This is an optimization exercise on Yosys and OpenROAD, whose aim is small area, a short achievable clock period and few clock cycles, not a production implementation.
Where RTL was checked, it was by simulation tests only, not by an equivalence proof against the original.
Power is estimated from default activity; no workload was simulated.

==> job 3333: inputs <==
Design ki_codec, start of the top module:
module ki_codec (
    input  wire       clk,
    input  wire       rst,
    input  wire       req_valid,
    output wire       req_ready,
    input  wire [7:0] req_data,
    output reg        rsp_valid,
    input  wire       rsp_ready,
    output reg  [7:0] rsp_data
);
clock: 30.0 ns
lec_check: 0
cap_margin: 20
core_margin: 2
core_utilization: 40
slew_margin: 20
run.sh (not shown) runs the stock make flow with config.mk's settings and CLKGATE_MAP_FILE= SYNTH_SCRIPT=/design/flow/synth_recipe.tcl, a recipe that flattens the netlist after the stock synthesis.
==> job 8232: changes against job 3333 <==
--- a/flow/design.v
+++ b/flow/design.v
@@ -61,19 +61,20 @@
         reg [15:0] x;
         begin
             x = cc ^ {bb, 8'h00};
             for (t = 0; t < 8; t = t + 1)
                 x = x[15] ? ((x << 1) ^ 16'h1021) : (x << 1);
             crc_step = x;
         end
     endfunction
+    reg  rsp_empty;
+    assign req_ready = nin && (rsp_ready || rsp_empty);
     wire adv  = !rsp_valid || rsp_ready;
-    assign req_ready = nin && adv;
-    wire take = req_ready && req_valid;
+    wire take = nin && adv && req_valid;
     wire pop  = rsp_valid && rsp_ready;
     wire [7:0] b = req_data;
     wire [15:0] n_in = {b, len[7:0]};
     reg [7:0] tap;
     always @(*) begin
         tap = 8'h00;
         for (k = 0; k < 8; k = k + 1)
             if (tsel == k[2:0]) tap = ring[4 * k];
@@ -194,20 +195,23 @@
     end
     wire [15:0] crcu_n  = crc_step(crc_acc, b);
     wire [15:0] txcrc_n = crc_step(txcrc, eb);
     wire [15:0] len_m1  = len - 16'd1;
     wire        len1    = (len == 16'd1);
     always @(posedge clk) begin
         if (rst) begin
             rsp_valid <= 1'b0;
+            rsp_empty <= 1'b1;
         end else if (emit) begin
             rsp_valid <= 1'b1;
+            rsp_empty <= 1'b0;
         end else if (pop) begin
             rsp_valid <= 1'b0;
+            rsp_empty <= 1'b1;
         end
         if (emit) rsp_data <= eb;
     end
     reg [2:0] nstate;
     always @(posedge clk) begin
         if (rst) begin
             crc_acc   <= 16'hFFFF;
             frames_tx <= 32'd0;
Settings changed: CORE_UTILIZATION 40 to 65, CTS_BUF_LIST set to sky130_fd_sc_hd__clkbuf_8, CTS_CLUSTER_SIZE set to 24, PLACE_DENSITY set to 0.75.
==> notes <==
Of job 8232 and job 3333, job 8232 has the higher register-to-register slack (gap 0.70 ns).
In sequential power, job 8232 and job 3333 hardly differ.
In non-clock buffer count, job 3333 and job 8232 do not differ.
Sequential cell count: job 8232 is higher than job 3333 (1).
==> figures <==
|  | job 3333 | job 8232 |
|---|---|---|
| Outcome | finished clean | finished clean |
| Length of the first detailed-routing pass in iterations | 7 | 8 |
| Non-filler cells in the finished layout | 2483 | 2303 |
| Wire length after detailed routing | 61.8 mm | 68.9 mm |
| Portion of total power attributed to combinational logic | 4.7% | 5.2% |
| Ratio of cells with drive above 1 in the final layout | 10.5% | 9.79% |
| Fraction of area in multi-input gates | 35.1% | 36.1% |
| Complex-gate fraction of the synthesized area | 13.6% | 13.6% |
| Power consumed by sequential cells | 0.000634 W | 0.000635 W |
| Routed length per placed instance | 24.9 µm | 29.9 µm |
Testbench counts of job 3333, summed over its fixed seeds: cycles 72,216.
Function not checked in job 8232: the RTL went through the layout flow alone.


==> build 72 <==
ki_codec with an RTL version that a note above also has.
==> flow/config.mk <==
export PLATFORM = sky130hd
export DESIGN_NAME = ki_codec
export DESIGN_NICKNAME = ki_codec
export VERILOG_FILES = /design/flow/design.v
export SDC_FILE = /design/flow/constraint.sdc
export NUM_CORES = 4
export LEC_CHECK = 0
export CAP_MARGIN = 20
export CORE_MARGIN = 2
export CORE_UTILIZATION = 40
export CTS_BUF_LIST = sky130_fd_sc_hd__clkbuf_4
export SLEW_MARGIN = 20
==> flow/constraint.sdc <==
create_clock -name core_clock -period 30.0 [get_ports {clk}]
set_input_delay 6.0000 -clock core_clock [delete_from_list [all_inputs] [get_ports {clk}]]
set_output_delay 6.0000 -clock core_clock [all_outputs]
set_load 0.01 [all_outputs]
==> build 49 (differences from build 72) <==
--- a/flow/design.v
+++ b/flow/design.v
@@ -53,21 +53,19 @@
     reg [2:0]  rsel;
     reg [2:0]  tsel;        
     reg [2:0]  goff;        
     reg        cur_act;     
     reg        fcy;         
     integer k;
     function [15:0] crc_step(input [15:0] cc, input [7:0] bb);
-        integer t;
-        reg [15:0] x;
+        reg [7:0] x;
         begin
-            x = cc ^ {bb, 8'h00};
-            for (t = 0; t < 8; t = t + 1)
-                x = x[15] ? ((x << 1) ^ 16'h1021) : (x << 1);
-            crc_step = x;
+            x = cc[15:8] ^ bb;
+            x = x ^ {4'd0, x[7:4]};
+            crc_step = {cc[7:0], 8'h00} ^ {x[3:0], 12'h000} ^ {3'd0, x, 5'd0} ^ {8'd0, x};
         end
     endfunction
     reg  rsp_empty;
     assign req_ready = nin && (rsp_ready || rsp_empty);
     wire adv  = !rsp_valid || rsp_ready;
     wire take = nin && adv && req_valid;
     wire pop  = rsp_valid && rsp_ready;
@@ -189,16 +187,17 @@
             S_UVAL: if (adv) begin
                 emit = 1'b1;
                 eb = cur_act ? (fld & bmask) : 8'h00;
             end
             default: ;
         endcase
     end
-    wire [15:0] crcu_n  = crc_step(crc_acc, b);
-    wire [15:0] txcrc_n = crc_step(txcrc, eb);
+    wire [15:0] crc_n   = crc_step((state == S_ARG) ? crc_acc : txcrc, eb);
+    wire [15:0] crcu_n  = crc_n;
+    wire [15:0] txcrc_n = crc_n;
     wire [15:0] len_m1  = len - 16'd1;
     wire        len1    = (len == 16'd1);
     always @(posedge clk) begin
         if (rst) begin
             rsp_valid <= 1'b0;
             rsp_empty <= 1'b1;
         end else if (emit) begin
==> flow/flow/run.sh (new file) <==
#!/bin/bash
# Layout flow: the standard ORFS flow (standard.sh, all steps), with
#  - synthesis by flow/synth.tcl: the standard synthesis script, but ABC maps
#    the combinational logic with an area-oriented script (flow/area.abc);
#  - port buffers of sky130_fd_sc_hd__buf_2 (buffer_ports -buffer_cell);
#  - a clock tree of clkbuf_8 leaf clusters, without dummy loads;
#  - timing repair aiming a little past the (unchanged) constraints.
# The make output goes to flow_standard.log here; ORFS keeps each step's log
# under orfs/logs/.
set -euo pipefail
W=$(pwd)
sed "s#SYNTH_SCRIPT=[^ ]*#SYNTH_SCRIPT=$W/flow/synth.tcl#" standard.sh > flow_standard.sh
grep -q "SYNTH_SCRIPT=$W/flow/synth.tcl" flow_standard.sh
export BUFFER_PORTS_ARGS="-buffer_cell sky130_fd_sc_hd__buf_2"
export CTS_ARGS="-sink_clustering_enable -repair_clock_nets -dont_use_dummy_load -buf_list sky130_fd_sc_hd__clkbuf_8 -sink_clustering_size 14 -sink_clustering_max_diameter 60"
export SETUP_SLACK_MARGIN=17.6
bash flow_standard.sh > flow_standard.log 2>&1
==> flow/flow/area.abc (new file) <==
strash
&get -n
&st
&dch -f
&nf -a -R 1000
&put
strash
&get -n
&st
&dch -f
&nf -a -R 1000
&put
strash
&get -n
&st
&dch -f
&nf -a -R 1000
&put
strash
&get -n
&st
&dch -f
&nf -a -R 1000
&put
strash
&get -n
&st
&dch -f
&nf -a -R 1000
&put
strash
&get -n
&st
&dch -f
&nf -a -R 1000
&put
strash
&get -n
&st
&dch -f
&nf -a -R 1000
&put
strash
&get -n
&st
&dch -f
&nf -a -R 1000
&put
strash
&get -n
&st
&dch -f
&nf -a -R 1000
&put
strash
&get -n
&st
&dch -f
&nf -a -R 1000
&put
topo
dnsize -c
==> flow/flow/synth.tcl (new file) <==
# The standard flow's synthesis script (synth_recipe.tcl), with one change: ABC maps the
# combinational logic with the area-oriented script area.abc beside this file.
# Registers, names, flattening and renaming are those of the standard synthesis.
set my_area_abc [file join [file dirname [file normalize [info script]]] area.abc]
proc synth {args} { yosys synth -nofsm -noshare {*}$args }
proc abc {args} {
  set i [lsearch -exact $args -script]
  if {$i >= 0} { lset args [expr {$i + 1}] $::my_area_abc }
  yosys abc {*}$args
}
source $::env(SCRIPTS_DIR)/synth.tcl
# left out here: clear keep_hierarchy, flatten, clean up, hide names made inside functions, write 1_2_yosys.v
==> flow/standard.sh (new file) <==
#!/bin/bash
# synth_recipe.tcl (not shown) runs the flow's synth.tcl, then flattens the netlist and writes it again
# the make line also repeats each setting of config.mk as NAME=value (left out here)
make -C /OpenROAD-flow-scripts/flow DESIGN_CONFIG=/design/flow/config.mk WORK_HOME=/design/flow/orfs CLKGATE_MAP_FILE= SYNTH_SCRIPT=/design/flow/synth_recipe.tcl "${@:-finish}"
- CTS_BUF_LIST: sky130_fd_sc_hd__clkbuf_4 -> unset
removed: flow/run.sh
==> trial 32 (differences from build 72) <==
--- a/flow/design.v
+++ b/flow/design.v
@@ -53,21 +53,19 @@
     reg [2:0]  rsel;
     reg [2:0]  tsel;        
     reg [2:0]  goff;        
     reg        cur_act;     
     reg        fcy;         
     integer k;
     function [15:0] crc_step(input [15:0] cc, input [7:0] bb);
-        integer t;
-        reg [15:0] x;
+        reg [7:0] x;
         begin
-            x = cc ^ {bb, 8'h00};
-            for (t = 0; t < 8; t = t + 1)
-                x = x[15] ? ((x << 1) ^ 16'h1021) : (x << 1);
-            crc_step = x;
+            x = cc[15:8] ^ bb;
+            x = x ^ {4'd0, x[7:4]};
+            crc_step = {cc[7:0], 8'h00} ^ {x[3:0], 12'h000} ^ {3'd0, x, 5'd0} ^ {8'd0, x};
         end
     endfunction
     reg  rsp_empty;
     assign req_ready = nin && (rsp_ready || rsp_empty);
     wire adv  = !rsp_valid || rsp_ready;
     wire take = nin && adv && req_valid;
     wire pop  = rsp_valid && rsp_ready;
@@ -189,16 +187,17 @@
             S_UVAL: if (adv) begin
                 emit = 1'b1;
                 eb = cur_act ? (fld & bmask) : 8'h00;
             end
             default: ;
         endcase
     end
-    wire [15:0] crcu_n  = crc_step(crc_acc, b);
-    wire [15:0] txcrc_n = crc_step(txcrc, eb);
+    wire [15:0] crc_n   = crc_step((state == S_ARG) ? crc_acc : txcrc, eb);
+    wire [15:0] crcu_n  = crc_n;
+    wire [15:0] txcrc_n = crc_n;
     wire [15:0] len_m1  = len - 16'd1;
     wire        len1    = (len == 16'd1);
     always @(posedge clk) begin
         if (rst) begin
             rsp_valid <= 1'b0;
             rsp_empty <= 1'b1;
         end else if (emit) begin
==> flow/flow/run.sh (new file) <==
#!/bin/bash
# Layout flow: the standard ORFS flow (standard.sh, all steps, standard
# synthesis), with three settings of how the layout is made:
#  - the port buffers are sky130_fd_sc_hd__buf_2 (buffer_ports -buffer_cell);
#  - the clock tree is built from clkbuf_8 leaf clusters, without dummy loads;
#  - timing repair aims a little past the (unchanged) constraints.
# standard.sh's output goes to flow_standard.log here; ORFS keeps each step's
# log under orfs/logs/.
set -euo pipefail
export BUFFER_PORTS_ARGS="-buffer_cell sky130_fd_sc_hd__buf_2"
export CTS_ARGS="-sink_clustering_enable -repair_clock_nets -dont_use_dummy_load -buf_list sky130_fd_sc_hd__clkbuf_8 -sink_clustering_size 14 -sink_clustering_max_diameter 60"
export SETUP_SLACK_MARGIN=17.6
bash standard.sh > flow_standard.log 2>&1
==> flow/standard.sh (new file) <==
#!/bin/bash
# synth_recipe.tcl (not shown) runs the flow's synth.tcl, then flattens the netlist and writes it again
# the make line also repeats each setting of config.mk as NAME=value (left out here)
make -C /OpenROAD-flow-scripts/flow DESIGN_CONFIG=/design/flow/config.mk WORK_HOME=/design/flow/orfs CLKGATE_MAP_FILE= SYNTH_SCRIPT=/design/flow/synth_recipe.tcl "${@:-finish}"
- CTS_BUF_LIST: sky130_fd_sc_hd__clkbuf_4 -> unset
removed: flow/run.sh
==> comparison <==
Trial 32 finished with timing, DRC and antenna clean. Build 72 ran to the end with no violations. Build 49 produced a clean layout.
In flip-flop and latch count, build 49 and trial 32 do not differ.
Hold slack: build 49 is better than trial 32 (0.025 ns).
Between build 49 and build 72, the lower first-iteration DRC count is in build 72 (gap 4.5%, measured against build 72).
Worst setup slack, highest first: trial 32, build 49, build 72.
Cell area: build 49 < trial 32 < build 72.
Final cell count, highest first: build 72, trial 32, build 49.
The highest register-to-register slack belongs to build 72, the lowest to build 49.
Sequential power is about the same in trial 32 and build 49.
Critical path depth is the same in build 49 and build 72.
==> figures <==
metric                                                              build 49    build 72    trial 32
Run status                                          timing/DRC/antenna clean  timing/DRC/antenna clean  timing/DRC/antenna clean
Worst setup slack after layout                                      17.62 ns    16.77 ns    17.62 ns
Number of tap cells added at floorplan                                   615         688         680
Complex-gate fraction of the synthesized area                         14.51%      13.59%      14.09%
Sw frac                                                               22.66%      23.50%      23.26%
Switching Power                                                    0.2277 mW   0.2784 mW   0.2388 mW
Worst slack on hold paths                                          0.3802 ns   0.4050 ns   0.3555 ns
Number of ordinary and repair buffers in the finished layout              52          70          50
Number of H-tree branching levels                                          2           3           2
Post-detailed-placement half-perimeter wirelength                  41,180 um   46,230 um   44,090 um
Portion of total power attributed to combinational logic                5.9%        5.1%        7.5%
Mean area per synthesized cell                                    12.19 um^2  11.41 um^2  11.92 um^2
Starting utilization of the core area                                 40.25%      40.23%      40.32%
Largest net degree at the start of global routing                        109         194          98
Max incr delay on CP                                                 0.15 ns     0.56 ns     0.15 ns
Crit path DAT                                                        6.38 ns     7.23 ns     6.38 ns
Final weighted congestion of routability-driven global placement       1.017      0.9932       1.016
GR met3 Demand/Resource                                               4.919%      5.933%      3.937%
Width of the die                                                    222.5 um    233.4 um    231.2 um
Testbench counts of build 49, summed over its fixed seeds: cycles 72,216.
Testbench counts of trial 32, summed over its fixed seeds: cycles 72,216.
Only the layout flow was run in build 72; the RTL was not checked for function there.

## separate check: timing with driven ports
In the flow no input, the clock included, has a driving cell. The finished layouts below were timed again as built, in two steps.
Step 1 assumes that a clkbuf_16 drives the clock port and a buf_2 every other input.
Step 2 also shifts input and output timing later by t, the mid clock arrival at the registers, as if the neighbouring blocks saw the same clock.
a / b / c = ideal ports / drivers / drivers and shift; a / b = the first two.
run	t, ns	setup WS [ns]	worst slew at a driven data input, ns
job 3333	0.645	16.230 / 16.207 / 16.207	0.05
job 8232	0.667	16.809 / 16.785 / 16.785	0.04
build 72	0.921	16.770 / 16.740 / 16.740	0.06
build 49	0.658	17.618 / 17.580 / 17.580	0.12
trial 32	0.653	17.621 / 17.588 / 17.588	0.08
After both steps setup and hold are still met in every run listed. For build 49, which loses most, drivers alone change the setup slack by -0.038 ns; drivers and shift together by -0.038 ns.
